This is an optimization exercise on Yosys and OpenROAD, whose aim is a short achievable clock period and few clock cycles, not a production implementation.
The RTL was checked by simulation tests, not by an equivalence proof against the original design.
No activity file was given, so power comes from the tool's default toggle rates.

Setup of v35:
Design a362m, start of the top module:
module a362m (
    input  wire        clk,
    input  wire        rst_n,
    input  wire        cmd_valid,
    input  wire [39:0] cmd_word,
    output reg         cmd_ready,
    output reg         done_valid,
    output reg  [2:0]  done_status,
    output reg  [15:0] rd,
    output reg  [15:0] fx,
    output reg  [15:0] fy,
    output reg  [15:0] fz,
    output reg  [15:0] ft,
    output reg  [63:0] burst_buf,
    output reg  [3:0]  bufn,
    output reg  [7:0]  want,
    output reg  [7:0]  echo,
    output reg  [2:0]  status,
    output reg  [3:0]  err,
    output reg         busy,
    output reg         cs_open,
    output reg         tx_valid,
    output reg  [7:0]  tx_byte,
    input  wire        rx_valid,
    input  wire [7:0]  rx_byte,
    input  wire        bus_fail
);
Size: roughly 2000 cells after synthesis, roughly 400 flip-flops, about 240 I/O pins, roughly 19000 um2 of cells after synthesis.
Settings: LEC_CHECK=0, CAP_MARGIN=20, CORE_MARGIN=2, CORE_UTILIZATION=40, PLACE_DENSITY=0.6, SETUP_SLACK_MARGIN=4.65, SLEW_MARGIN=20, SYNTH_HIERARCHICAL=1; clock period 7.0 ns.
standard.sh (not shown) runs the stock make flow with config.mk's settings and CLKGATE_MAP_FILE= SYNTH_SCRIPT=/design/flow/synth_recipe.tcl, a recipe that flattens the netlist after the stock synthesis.
==> flow/flow/run.sh <==
#!/bin/bash
# Own flow: the standard layout (standard synthesis unchanged), with the
# port buffers made from plain buffers (buf_4) instead of the delay cells
# buffer_ports picks by default, and cell resizing not held to footprints.
set -euo pipefail
bash standard.sh \
  "BUFFER_PORTS_ARGS=-buffer_cell sky130_fd_sc_hd__buf_4" \
  MATCH_CELL_FOOTPRINT=0 \
  finish > flow_make.log 2>&1
Testbench counts of v35, summed over its fixed seeds: cycles 102,253.
Relative to v35, the following input files were edited for v21:
--- a/flow/config.mk
+++ b/flow/config.mk
@@ -11,3 +11,3 @@
 export PLACE_DENSITY = 0.6
-export SETUP_SLACK_MARGIN = 4.65
+export SETUP_SLACK_MARGIN = 4.5
 export SLEW_MARGIN = 20
Findings:
- Clock latency on the worst-skew pair: v35 vs v21, no meaningful difference
- The remaining antenna violation count after routing on v21 is in line with that on v35.
- Re complex-gate fraction of the synthesized area: no difference whatsoever between v35 and v21.
- Going from v35 to v21, the non-clock buffer count was found to have gone down by 23%.
- The more densely filled core belongs to v35, not v21.
- Relative to v35, the count of buffers added by post-CTS timing repair for setup of v21 is lower by 30.
- Final period utilization was lower in the run labelled v35.
- More vias were needed by v35 than by v21.
- Going from v35 to v21, worst-margin pin slew shrinks by 0.15 ns.
Modified inputs, v43 compared to v21
--- a/flow/config.mk
+++ b/flow/config.mk
@@ -11,3 +11,3 @@
 export PLACE_DENSITY = 0.6
-export SETUP_SLACK_MARGIN = 4.5
+export SETUP_SLACK_MARGIN = 4.7
 export SLEW_MARGIN = 20
Findings:
Diff v21 -> v43: sequential share of layout area shrank by 3.7 points; fraction of area in multi-input gates has decreased; number of antenna violations at the first check in global routing moved down. The clock-cell share of area was comparable across v21 and v43. Against v21, v43 comes in 3.8 mm higher on wire length of the first global-routing pass.
> inputs changed (v43 -> v28)
--- a/flow/config.mk
+++ b/flow/config.mk
@@ -9,5 +9,5 @@
 export CORE_MARGIN = 2
-export CORE_UTILIZATION = 40
+export CORE_UTILIZATION = 30
 export PLACE_DENSITY = 0.6
-export SETUP_SLACK_MARGIN = 4.7
+export SETUP_SLACK_MARGIN = 4.5
 export SLEW_MARGIN = 20
## What came out
- When the final numbers for v28 and v43 were put side by side, the number of nets in the layout turned out to be smaller in v28.
- Length of routed wiring on met1 delta for v28 relative to v43: 240 um lower
- Delta (v28 minus v43): global-route wire length before repair went down by about 0.6%, clock group share of total power went down by 0.5 points, global routing met3 resource utilization was more or less identical, total power per unit cell area went up by 15 nW/um2, residual DRC count was more or less identical.
- Number of cells traversed by the worst register-to-register path across v28 and v43: no real change.


a362m again, from the RTL that the note above started with.
==> flow/config.mk <==
export PLATFORM = sky130hd
export DESIGN_NAME = a362m
export DESIGN_NICKNAME = a362m
export VERILOG_FILES = /design/flow/design.v
export SDC_FILE = /design/flow/constraint.sdc
export NUM_CORES = 4
export LEC_CHECK = 0
export CAP_MARGIN = 20
export CORE_MARGIN = 2
export CORE_UTILIZATION = 40
export PLACE_DENSITY = 0.75
export SETUP_SLACK_MARGIN = 4.5
export SLEW_MARGIN = 20
export SYNTH_HIERARCHICAL = 1
==> flow/constraint.sdc <==
create_clock -name core_clock -period 7.0 [get_ports {clk}]
set_input_delay 1.4000 -clock core_clock [delete_from_list [all_inputs] [get_ports {clk}]]
set_output_delay 1.4000 -clock core_clock [all_outputs]
set_load 0.01 [all_outputs]
Scripts as last shown in full above: flow/flow/run.sh
Testbench counts at the start, summed over its fixed seeds: cycles 102,253.
==> next run, changes <==
--- a/flow/config.mk
+++ b/flow/config.mk
@@ -10,4 +10,4 @@
 export CORE_UTILIZATION = 40
-export PLACE_DENSITY = 0.75
-export SETUP_SLACK_MARGIN = 4.5
+export PLACE_DENSITY = 0.6
+export SETUP_SLACK_MARGIN = 4.8
 export SLEW_MARGIN = 20
What happened:
- total power went up by 2.7%
- sequential power barely changes
- worst setup slack gains 41 ps
- wire length went up by about 13%
==> next run, changes <==
--- a/flow/config.mk
+++ b/flow/config.mk
@@ -11,3 +11,3 @@
 export PLACE_DENSITY = 0.6
-export SETUP_SLACK_MARGIN = 4.8
+export SETUP_SLACK_MARGIN = 4.6
 export SLEW_MARGIN = 20
Outcome: Worst setup slack barely changes; die area does not change; cell area went down by 9.9%; critical path depth stays the same; sequential cell count stays the same; hold slack loses 7.1 ps; utilization went down by 5.7 points.

## port drivers added, routing unchanged
The flow's constraints put no driver on any port. The routed layouts listed below were extracted and timed again, unchanged, in two steps.
Step 1 sets driving cells, clkbuf_16 on the clock port and buf_2 on the other inputs (assumed; they add their load-dependent delay and slew).
Step 2 times the ports against the registers' clock, not the clock port: input delays grow and output delays shrink by t, the midpoint of the rising clock arrivals with the driver on.
Three values: ideal ports, drivers, drivers and shift; two values: the first two.
run | t (ns) | setup WS [ns] | worst hold slack (ns) | latest minus earliest clock arrival (ns) | worst slew at a driven data input, ns
v35 | 0.601 | 4.552 / 4.499 / 4.017 | 0.455 / 0.455 / 0.455 | 0.018 / 0.018 | 0.21
v21 | 0.592 | 4.516 / 4.463 / 3.991 | 0.446 / 0.446 / 0.446 | 0.014 / 0.014 | 0.04
v43 | 0.625 | 4.529 / 4.473 / 4.026 | 0.455 / 0.455 / 0.455 | 0.023 / 0.023 | 0.23
v28 | 0.617 | 4.494 / 4.439 / 3.977 | 0.451 / 0.451 / 0.451 | 0.019 / 0.019 | 0.06
the first run of note 2 | 0.597 | 4.517 / 4.461 / 3.933 | 0.449 / 0.449 / 0.449 | 0.016 / 0.017 | 0.05
the second run of note 2 | 0.599 | 4.559 / 4.504 / 3.937 | 0.455 / 0.455 / 0.455 | 0.014 / 0.015 | 0.25
the third run of note 2 | 0.599 | 4.558 / 4.504 / 4.041 | 0.447 / 0.447 / 0.447 | 0.014 / 0.015 | 0.06
After both steps setup and hold are still met in every run listed. The setup slack of the second run of note 2, which loses most, moves by -0.055 ns with the drivers and by -0.622 ns with both steps.
